What follows belongs to an exercise in optimizing a design on an open flow for small area, a short achievable clock period and few clock cycles; a production flow would make more cautious choices. The RTL was checked by simulation tests, not by an equivalence proof against the original design.

==> 09-20: inputs <==
Design festy_core, start of the top module:
module festy_core (
    input  wire        clk,
    input  wire        rst,
    input  wire        cmd_valid,
    input  wire [31:0] cmd_word,
    input  wire [31:0] arg_base,
    input  wire [31:0] arg_len,
    input  wire        crc_we,
    input  wire [31:0] crc_wdata,
    output reg         busy,
    output reg         done,
    output reg         err,
    output reg         illcmd,
    output reg  [3:0]  errcode,
    output reg  [31:0] errparam,
    output reg  [31:0] result_len,
    output reg  [31:0] crc_reg,
    output reg         ib_re,
    output reg  [24:0] ib_addr,
    input  wire [7:0]  ib_rdata,
    output reg         ob_re,
    output reg         ob_we,
    output reg  [24:0] ob_addr,
    output reg  [7:0]  ob_wdata,
    input  wire [7:0]  ob_rdata
);
Settings: LEC_CHECK=0, CAP_MARGIN=20, CORE_MARGIN=2, CORE_UTILIZATION=40, PLACE_DENSITY=0.6, SETUP_SLACK_MARGIN=4, SLEW_MARGIN=20; clock period 10.0 ns.
standard.sh (not shown) runs the stock make flow with config.mk's settings and CLKGATE_MAP_FILE= SYNTH_SCRIPT=/design/flow/synth_recipe.tcl, a recipe that flattens the netlist after the stock synthesis.
==> flow/flow/run.sh <==
#!/bin/bash
# Layout: the standard flow (standard.sh) unchanged, except that the port
# buffers that global placement inserts on every input and output are
# sky130_fd_sc_hd__buf_1 cells instead of the default buffer cell; timing
# repair still resizes any of them that are on a critical path.
# Each run's full output goes to its own log file in this folder; ORFS also
# keeps each tool's log under orfs/logs/.
set -euo pipefail
export BUFFER_PORTS_ARGS="-buffer_cell sky130_fd_sc_hd__buf_1"
bash standard.sh synth > synth.log 2>&1
bash standard.sh finish > layout.log 2>&1
==> 04-14 (differences from 09-20) <==
--- a/flow/design.v
+++ b/flow/design.v
@@ -96,26 +96,22 @@
     wire [7:0]  mk = (h[1:0] == 2'd0) ? 8'h50 : (h[1:0] == 2'd1) ? 8'h4D :
                      (h[1:0] == 2'd2) ? 8'h4F : 8'h43;
     wire        mhit = (ib_rdata == mk);
     wire [10:0] off64 = off + 11'd64;
     wire        nxt_ok = (off64 <= 11'd1024) && ({15'd0, off64} + 26'd4 <= n);
     wire        cur_ok = (26'd4 <= n);
+    reg         b2, b3, b1_ok, b2_ok, b3_ok;
     wire        b1     = cb[7];
-    wire        b1_ok  = (ck != 4'd0);
-    wire        b2     = (ck[3:1] != 3'd0) ? cb[6] : nb[7];
-    wire        b2_ok  = (ck[3:1] != 3'd0) || (ck[0] && nv);
     wire [6:0]  proot  = {1'b0, root[5:0]} + 7'd1;
     reg         rovf;                         
     reg  [1:0]  rovf1;                        
     wire [7:0]  rcb    = b1 ? rc1 : rc0;         
     wire        rleaf1 = b1 ? root[6] : root[7];
     wire        rovfb  = b1 ? rovf1[1] : rovf1[0];
     wire [8:0]  gsel   = b1 ? (b2 ? g11 : g10) : (b2 ? g01 : g00);    
     wire        rleaf2 = b2 ? rcb[6] : rcb[7];
-    wire        b3     = (ck > 4'd2) ? cb[5] : (ck == 4'd2) ? nb[7] : nb[6];
-    wire        b3_ok  = (ck > 4'd2) || (ck != 4'd0 && nv);
     wire        arr    = (state == S_DEC) && pend && !ovf;           
     wire        emit   = (arr && pleaf) || ((state == S_DEC) && rmode && remit);
     wire        last   = emit && rem1;
     wire        hdr    = (state == S_HDR);
     wire        rsel   = !hdr && (pleaf || rmode);    
     wire        rstep  = ((arr && pleaf) || ((state == S_DEC) && rmode)) && !last;
@@ -160,16 +156,52 @@
     wire [7:0]  cdata = (state == S_CRC && crc_sel) ? ob_rdata : odata;
     wire [31:0] cnext = crc_byte(acc, cdata);
     wire [9:0]  magidx = 10'd6 + {1'b0, extra, 1'b0};
     wire [25:0] crem0  = n - {16'd0, magidx};
     wire        tadj   = (ck == 4'd8) && (cpos == 2'd0);
     wire        trail  = tadj ? (crem != 25'd0) : (crem != 25'd4);
+    reg [7:0] cb_n, nb_n;
+    reg [3:0] ck_n;
+    reg       nv_n, cadv;
+    reg [1:0] cpos_n;
+    always @(*) begin
+        cb_n = cb; ck_n = ck; nb_n = nb; nv_n = nv; cpos_n = cpos; cadv = 1'b0;
+        if (fin) begin
+            nb_n = ib_rdata;
+            nv_n = 1'b1;
+        end
+        if (state == S_PRE2) begin
+            cb_n = ib_rdata; ck_n = 4'd8; cpos_n = 2'd0; nv_n = 1'b0;
+        end
+        if (used != 2'd0) begin
+            if ({2'd0, used} < ck) begin
+                cb_n = cb << used;
+                ck_n = ck - {2'd0, used};
+            end else if ({2'd0, used} == ck) begin
+                cb_n = nv ? nb : ib_rdata;
+                ck_n = (nv || fin) ? 4'd8 : 4'd0;
+                if (nv || fin) begin
+                    nv_n   = 1'b0;
+                    cpos_n = cpos + 2'd1;
+                    cadv   = (cpos == 2'd3);
+                end
+            end else begin
+                cb_n   = nb << ({2'd0, used} - ck);
+                ck_n   = 4'd8 - ({2'd0, used} - ck);
+                nv_n   = 1'b0;
+                cpos_n = cpos + 2'd1;
+                cadv   = (cpos == 2'd3);
+            end
+        end
+    end
     reg seq_issue;    
+    reg [24:0] oth;   
+    wire sel_an = (state == S_DEC) && !rsv && nstep && b1_ok && !want_f;
     always @(*) begin
         ib_re    = 1'b0;
-        ib_addr  = ra;
+        oth      = ra;
         ob_re    = 1'b0;
         ob_we    = 1'b0;
         ob_addr  = wp;
         ob_wdata = odata;
         seq_issue = 1'b0;
         case (state)
@@ -186,19 +218,19 @@
             if (!dv) begin
                 ib_re = cur_ok;
             end else if (mhit) begin
                 ib_re = 1'b1;
             end else begin
                 ib_re   = nxt_ok;
-                ib_addr = base + {14'd0, off64};
+                oth = base + {14'd0, off64};
             end
         end
         S_HDR: begin
             ib_re = !(dv && (h == 5'd17 || h == 5'd24));
             seq_issue = ib_re;
-            if (h == 5'd18 || h == 5'd20 || h == 5'd22) ib_addr = ar;
+            if (h == 5'd18 || h == 5'd20 || h == 5'd22) oth = ar;
         end
         S_COPY: begin
             ib_re = 1'b1;
             seq_issue = 1'b1;
         end
         S_END: begin
@@ -208,27 +240,30 @@
         S_ECRC: begin
             ib_re = !(dv && h[1:0] == 2'd3);
             seq_issue = 1'b1;
         end
         S_PRE, S_PRE2: begin
             ib_re   = 1'b1;
-            ib_addr = base;
+            oth = base;
         end
         S_DEC: begin
             if (rsv) begin
                 ib_re   = 1'b1;
             end else if (fetch) begin
                 ib_re   = 1'b1;
-                ib_addr = base;
+                oth = base;
             end else if (go) begin
                 ib_re   = 1'b1;
-                ib_addr = rsel ? ar : an;
+                oth = ar;
             end
         end
         default: ;
         endcase
+        ib_addr[6:0]  = sel_an ? an_lo[6:0] : oth[6:0];
+        ib_addr[24:7] = an_lo[7] ? (sel_an ? q2_hi1 : oth[24:7]) :
+                                   (sel_an ? q2[24:7] : oth[24:7]);
         if (cpv || emit) ob_we = 1'b1;
         errparam   = {7'd0, (errcode == E_TRAIL) ? crem :
                             (errcode == E_TRUNC) ? {1'b0, rem} : 25'd0};
         result_len = {7'd0, rlv ? wp : 25'd0};
     end
     task finish_ok;
@@ -265,23 +300,30 @@
             cpv      <= 1'b0;
             pend     <= 1'b0;
             rmode    <= 1'b0;
             rsv      <= 1'b0;
             fin      <= 1'b0;
         end else begin
-            if (seq_issue) ra <= ib_addr + 25'd1;
+            if (seq_issue) ra <= oth + 25'd1;
             if (cpv) begin
                 acc <= cnext;
                 wp  <= wp + 25'd1;
             end
             cpv <= 1'b0;
             fin <= 1'b0;
-            if (fin) begin
-                nb <= ib_rdata;
-                nv <= 1'b1;
-            end
+            cb    <= cb_n;
+            ck    <= ck_n;
+            nb    <= nb_n;
+            nv    <= nv_n;
+            cpos  <= cpos_n;
+            b1_ok <= (ck_n != 4'd0);
+            b2    <= (ck_n >= 4'd2) ? cb_n[6] : nb_n[7];
+            b2_ok <= (ck_n >= 4'd2) || (ck_n == 4'd1 && nv_n);
+            b3    <= (ck_n >= 4'd3) ? cb_n[5] : (ck_n == 4'd2) ? nb_n[7] : nb_n[6];
+            b3_ok <= (ck_n >= 4'd3) || (ck_n != 4'd0 && nv_n);
+            if (cadv) crem <= crem - 25'd4;
             case (state)
             S_IDLE: begin
                 ra      <= arg_base[24:0];
                 base    <= arg_base[24:0];
                 n       <= arg_len[25:0];
                 dv      <= 1'b0;
@@ -352,18 +394,18 @@
                         lenbad     <= lenbad | (ib_rdata != rem[23:16]);
                         rem[23:16] <= ib_rdata;
                     end
                     5'd16: begin
                         extra <= ib_rdata;
                         wp    <= ra + {16'd0, ib_rdata, 1'b1} + 25'd3;
-                        r2    <= ib_addr + 25'd1;      
+                        r2    <= oth + 25'd1;      
                     end
                     5'd17: root <= ib_rdata;
                     5'd19: begin
                         rc0 <= ib_rdata;
-                        r2  <= ib_addr + 25'd1;
+                        r2  <= oth + 25'd1;
                     end
                     5'd20: rc1 <= ib_rdata;
                     5'd21: g00 <= gval(rc0[7], rc0, ib_rdata);
                     5'd22: g01 <= gval(rc0[6], rc0, ib_rdata);
                     5'd23: g10 <= gval(rc1[7], rc1, ib_rdata);
                     5'd24: begin
@@ -409,16 +451,12 @@
             end
             S_PRE: begin
                 base  <= base - 25'd1;
                 state <= S_PRE2;
             end
             S_PRE2: begin
-                cb    <= ib_rdata;
-                ck    <= 4'd8;
-                cpos  <= 2'd0;
-                nv    <= 1'b0;
                 fin   <= 1'b1;
                 base  <= base - 25'd1;
                 fk    <= 2'd2;
                 rmode <= 1'b1;
                 remit <= 1'b0;
                 pend  <= 1'b0;
@@ -490,32 +528,12 @@
                         end
                     end
                 end
             end
             default: state <= S_IDLE;
             endcase
-            if (used != 2'd0) begin
-                if ({2'd0, used} < ck) begin
-                    cb <= cb << used;
-                    ck <= ck - {2'd0, used};
-                end else if ({2'd0, used} == ck) begin
-                    cb <= nv ? nb : ib_rdata;
-                    ck <= (nv || fin) ? 4'd8 : 4'd0;
-                    if (nv || fin) begin
-                        nv   <= 1'b0;
-                        cpos <= cpos + 2'd1;
-                        if (cpos == 2'd3) crem <= crem - 25'd4;
-                    end
-                end else begin
-                    cb   <= nb << ({2'd0, used} - ck);
-                    ck   <= 4'd8 - ({2'd0, used} - ck);
-                    nv   <= 1'b0;
-                    cpos <= cpos + 2'd1;
-                    if (cpos == 2'd3) crem <= crem - 25'd4;
-                end
-            end
             if (state == S_DEC && fetch) begin
                 fin  <= 1'b1;
                 base <= (fk == 2'd3) ? base + 25'd7 : base - 25'd1;
                 fk   <= fk + 2'd1;
             end
         end
CORE_UTILIZATION = 60   (was 40)
PLACE_DENSITY = 0.7   (was 0.6)
SETUP_SLACK_MARGIN = 3.5   (was 4)
==> 03-10 (differences from 09-20) <==
--- a/flow/design.v
+++ b/flow/design.v
@@ -96,26 +96,22 @@
     wire [7:0]  mk = (h[1:0] == 2'd0) ? 8'h50 : (h[1:0] == 2'd1) ? 8'h4D :
                      (h[1:0] == 2'd2) ? 8'h4F : 8'h43;
     wire        mhit = (ib_rdata == mk);
     wire [10:0] off64 = off + 11'd64;
     wire        nxt_ok = (off64 <= 11'd1024) && ({15'd0, off64} + 26'd4 <= n);
     wire        cur_ok = (26'd4 <= n);
+    reg         b2, b3, b1_ok, b2_ok, b3_ok;
     wire        b1     = cb[7];
-    wire        b1_ok  = (ck != 4'd0);
-    wire        b2     = (ck[3:1] != 3'd0) ? cb[6] : nb[7];
-    wire        b2_ok  = (ck[3:1] != 3'd0) || (ck[0] && nv);
     wire [6:0]  proot  = {1'b0, root[5:0]} + 7'd1;
     reg         rovf;                         
     reg  [1:0]  rovf1;                        
     wire [7:0]  rcb    = b1 ? rc1 : rc0;         
     wire        rleaf1 = b1 ? root[6] : root[7];
     wire        rovfb  = b1 ? rovf1[1] : rovf1[0];
     wire [8:0]  gsel   = b1 ? (b2 ? g11 : g10) : (b2 ? g01 : g00);    
     wire        rleaf2 = b2 ? rcb[6] : rcb[7];
-    wire        b3     = (ck > 4'd2) ? cb[5] : (ck == 4'd2) ? nb[7] : nb[6];
-    wire        b3_ok  = (ck > 4'd2) || (ck != 4'd0 && nv);
     wire        arr    = (state == S_DEC) && pend && !ovf;           
     wire        emit   = (arr && pleaf) || ((state == S_DEC) && rmode && remit);
     wire        last   = emit && rem1;
     wire        hdr    = (state == S_HDR);
     wire        rsel   = !hdr && (pleaf || rmode);    
     wire        rstep  = ((arr && pleaf) || ((state == S_DEC) && rmode)) && !last;
@@ -160,16 +156,52 @@
     wire [7:0]  cdata = (state == S_CRC && crc_sel) ? ob_rdata : odata;
     wire [31:0] cnext = crc_byte(acc, cdata);
     wire [9:0]  magidx = 10'd6 + {1'b0, extra, 1'b0};
     wire [25:0] crem0  = n - {16'd0, magidx};
     wire        tadj   = (ck == 4'd8) && (cpos == 2'd0);
     wire        trail  = tadj ? (crem != 25'd0) : (crem != 25'd4);
+    reg [7:0] cb_n, nb_n;
+    reg [3:0] ck_n;
+    reg       nv_n, cadv;
+    reg [1:0] cpos_n;
+    always @(*) begin
+        cb_n = cb; ck_n = ck; nb_n = nb; nv_n = nv; cpos_n = cpos; cadv = 1'b0;
+        if (fin) begin
+            nb_n = ib_rdata;
+            nv_n = 1'b1;
+        end
+        if (state == S_PRE2) begin
+            cb_n = ib_rdata; ck_n = 4'd8; cpos_n = 2'd0; nv_n = 1'b0;
+        end
+        if (used != 2'd0) begin
+            if ({2'd0, used} < ck) begin
+                cb_n = cb << used;
+                ck_n = ck - {2'd0, used};
+            end else if ({2'd0, used} == ck) begin
+                cb_n = nv ? nb : ib_rdata;
+                ck_n = (nv || fin) ? 4'd8 : 4'd0;
+                if (nv || fin) begin
+                    nv_n   = 1'b0;
+                    cpos_n = cpos + 2'd1;
+                    cadv   = (cpos == 2'd3);
+                end
+            end else begin
+                cb_n   = nb << ({2'd0, used} - ck);
+                ck_n   = 4'd8 - ({2'd0, used} - ck);
+                nv_n   = 1'b0;
+                cpos_n = cpos + 2'd1;
+                cadv   = (cpos == 2'd3);
+            end
+        end
+    end
     reg seq_issue;    
+    reg [24:0] oth;   
+    wire sel_an = (state == S_DEC) && !rsv && nstep && b1_ok && !want_f;
     always @(*) begin
         ib_re    = 1'b0;
-        ib_addr  = ra;
+        oth      = ra;
         ob_re    = 1'b0;
         ob_we    = 1'b0;
         ob_addr  = wp;
         ob_wdata = odata;
         seq_issue = 1'b0;
         case (state)
@@ -186,19 +218,19 @@
             if (!dv) begin
                 ib_re = cur_ok;
             end else if (mhit) begin
                 ib_re = 1'b1;
             end else begin
                 ib_re   = nxt_ok;
-                ib_addr = base + {14'd0, off64};
+                oth = base + {14'd0, off64};
             end
         end
         S_HDR: begin
             ib_re = !(dv && (h == 5'd17 || h == 5'd24));
             seq_issue = ib_re;
-            if (h == 5'd18 || h == 5'd20 || h == 5'd22) ib_addr = ar;
+            if (h == 5'd18 || h == 5'd20 || h == 5'd22) oth = ar;
         end
         S_COPY: begin
             ib_re = 1'b1;
             seq_issue = 1'b1;
         end
         S_END: begin
@@ -208,27 +240,30 @@
         S_ECRC: begin
             ib_re = !(dv && h[1:0] == 2'd3);
             seq_issue = 1'b1;
         end
         S_PRE, S_PRE2: begin
             ib_re   = 1'b1;
-            ib_addr = base;
+            oth = base;
         end
         S_DEC: begin
             if (rsv) begin
                 ib_re   = 1'b1;
             end else if (fetch) begin
                 ib_re   = 1'b1;
-                ib_addr = base;
+                oth = base;
             end else if (go) begin
                 ib_re   = 1'b1;
-                ib_addr = rsel ? ar : an;
+                oth = ar;
             end
         end
         default: ;
         endcase
+        ib_addr[6:0]  = sel_an ? an_lo[6:0] : oth[6:0];
+        ib_addr[24:7] = an_lo[7] ? (sel_an ? q2_hi1 : oth[24:7]) :
+                                   (sel_an ? q2[24:7] : oth[24:7]);
         if (cpv || emit) ob_we = 1'b1;
         errparam   = {7'd0, (errcode == E_TRAIL) ? crem :
                             (errcode == E_TRUNC) ? {1'b0, rem} : 25'd0};
         result_len = {7'd0, rlv ? wp : 25'd0};
     end
     task finish_ok;
@@ -265,23 +300,30 @@
             cpv      <= 1'b0;
             pend     <= 1'b0;
             rmode    <= 1'b0;
             rsv      <= 1'b0;
             fin      <= 1'b0;
         end else begin
-            if (seq_issue) ra <= ib_addr + 25'd1;
+            if (seq_issue) ra <= oth + 25'd1;
             if (cpv) begin
                 acc <= cnext;
                 wp  <= wp + 25'd1;
             end
             cpv <= 1'b0;
             fin <= 1'b0;
-            if (fin) begin
-                nb <= ib_rdata;
-                nv <= 1'b1;
-            end
+            cb    <= cb_n;
+            ck    <= ck_n;
+            nb    <= nb_n;
+            nv    <= nv_n;
+            cpos  <= cpos_n;
+            b1_ok <= (ck_n != 4'd0);
+            b2    <= (ck_n >= 4'd2) ? cb_n[6] : nb_n[7];
+            b2_ok <= (ck_n >= 4'd2) || (ck_n == 4'd1 && nv_n);
+            b3    <= (ck_n >= 4'd3) ? cb_n[5] : (ck_n == 4'd2) ? nb_n[7] : nb_n[6];
+            b3_ok <= (ck_n >= 4'd3) || (ck_n != 4'd0 && nv_n);
+            if (cadv) crem <= crem - 25'd4;
             case (state)
             S_IDLE: begin
                 ra      <= arg_base[24:0];
                 base    <= arg_base[24:0];
                 n       <= arg_len[25:0];
                 dv      <= 1'b0;
@@ -352,18 +394,18 @@
                         lenbad     <= lenbad | (ib_rdata != rem[23:16]);
                         rem[23:16] <= ib_rdata;
                     end
                     5'd16: begin
                         extra <= ib_rdata;
                         wp    <= ra + {16'd0, ib_rdata, 1'b1} + 25'd3;
-                        r2    <= ib_addr + 25'd1;      
+                        r2    <= oth + 25'd1;      
                     end
                     5'd17: root <= ib_rdata;
                     5'd19: begin
                         rc0 <= ib_rdata;
-                        r2  <= ib_addr + 25'd1;
+                        r2  <= oth + 25'd1;
                     end
                     5'd20: rc1 <= ib_rdata;
                     5'd21: g00 <= gval(rc0[7], rc0, ib_rdata);
                     5'd22: g01 <= gval(rc0[6], rc0, ib_rdata);
                     5'd23: g10 <= gval(rc1[7], rc1, ib_rdata);
                     5'd24: begin
@@ -409,16 +451,12 @@
             end
             S_PRE: begin
                 base  <= base - 25'd1;
                 state <= S_PRE2;
             end
             S_PRE2: begin
-                cb    <= ib_rdata;
-                ck    <= 4'd8;
-                cpos  <= 2'd0;
-                nv    <= 1'b0;
                 fin   <= 1'b1;
                 base  <= base - 25'd1;
                 fk    <= 2'd2;
                 rmode <= 1'b1;
                 remit <= 1'b0;
                 pend  <= 1'b0;
@@ -490,32 +528,12 @@
                         end
                     end
                 end
             end
             default: state <= S_IDLE;
             endcase
-            if (used != 2'd0) begin
-                if ({2'd0, used} < ck) begin
-                    cb <= cb << used;
-                    ck <= ck - {2'd0, used};
-                end else if ({2'd0, used} == ck) begin
-                    cb <= nv ? nb : ib_rdata;
-                    ck <= (nv || fin) ? 4'd8 : 4'd0;
-                    if (nv || fin) begin
-                        nv   <= 1'b0;
-                        cpos <= cpos + 2'd1;
-                        if (cpos == 2'd3) crem <= crem - 25'd4;
-                    end
-                end else begin
-                    cb   <= nb << ({2'd0, used} - ck);
-                    ck   <= 4'd8 - ({2'd0, used} - ck);
-                    nv   <= 1'b0;
-                    cpos <= cpos + 2'd1;
-                    if (cpos == 2'd3) crem <= crem - 25'd4;
-                end
-            end
             if (state == S_DEC && fetch) begin
                 fin  <= 1'b1;
                 base <= (fk == 2'd3) ? base + 25'd7 : base - 25'd1;
                 fk   <= fk + 2'd1;
             end
         end
SETUP_SLACK_MARGIN = 3.5   (was 4)
==> qor summary <==
| quantity | 09-20 | 04-14 | 03-10 |
|---|---|---|---|
| Status | timing/DRC/antenna clean | timing/DRC/antenna clean | timing/DRC/antenna clean |
| Clock-pin slew on the worst setup and hold paths | 0.06 ns | 0.07 ns | 0.06 ns |
| Share of the core filled with cells | 47.2% | 67.8% | 46.5% |
| Placed instance count | 6,194 | 5,707 | 6,134 |
| Transition time at the pin with the least slew margin | 1.27 ns | 1.31 ns | 1.25 ns |
| # resized after CTS | 144 | 76 | 138 |
| Global routing usage summed across all routing layers | 37.6% | 45.7% | 33.7% |
| Capture endpoint of the worst hold path | crc_reg[20] | crc_reg[14] | crc_reg[10] |
| Number of gates on the worst path with buffers counted | 11 | 18 | 8 |
| DP Worst Slack | 2.62 ns | 2.69 ns | 2.27 ns |
| Initial antenna violation count | 4 | 10 | 12 |
| Routed length per placed instance | 31.4 microns | 28.3 microns | 28.7 microns |
| Hold_ws | 0.507 ns | 0.498 ns | 0.501 ns |
| Number of sequential cells | 421 | 426 | 426 |
| Height of the die | 321 microns | 264 microns | 322 microns |
| Mean instance size in the synthesized netlist | 8.39 sq um | 8.49 sq um | 8.49 sq um |
| Combined flip-flop and latch cell area | 12,100 sq um | 12,300 sq um | 12,300 sq um |
| Final non-clock buffer share | 7.25% | 5.94% | 6.19% |
| Share of synthesized cell area in full adder, half adder and majority cells | 7.91% | 7.84% | 7.84% |
| Buffers & Inverters on Critical Path | 3 | 4 | 1 |
| Clock buffers | 65 | 63 | 75 |
| Via count of the first global-routing pass | 39,000 | 38,600 | 38,200 |
| Mean number of vias per cell | 6.65 | 7.15 | 6.56 |
Testbench counts of 09-20, summed over its fixed seeds: cycles 196,763.
Testbench counts of 04-14, summed over its fixed seeds: cycles 196,763.
Testbench counts of 03-10, summed over its fixed seeds: cycles 196,763.

-- what the ideal ports hide --
Ports are ideal in the flow. The routed layouts listed here were re-timed in OpenROAD. Step 1: set_driving_cell puts a clkbuf_16 on clk and a buf_2 on each other input, an assumption about the parent block. Step 2 also shifts input and output timing later by t, the mid clock arrival at the registers, as if the neighbouring blocks saw the same clock. a / b / c = ideal ports / drivers / drivers and shift; a / b = the first two.
| run | t, ns | setup slack, ns | worst data-port slew with drivers (ns) |
|---|---|---|---|
| 09-20 | 0.760 | 2.951 / 2.873 / 3.065 | 0.08 |
| 04-14 | 0.686 | 3.476 / 3.407 / 3.517 | 0.09 |
| 03-10 | 0.738 | 3.453 / 3.377 / 3.413 | 0.11 |
After both steps every run listed still meets setup and hold. For 03-10, which loses most, drivers alone change the setup slack by -0.076 ns; drivers and shift together by -0.040 ns.
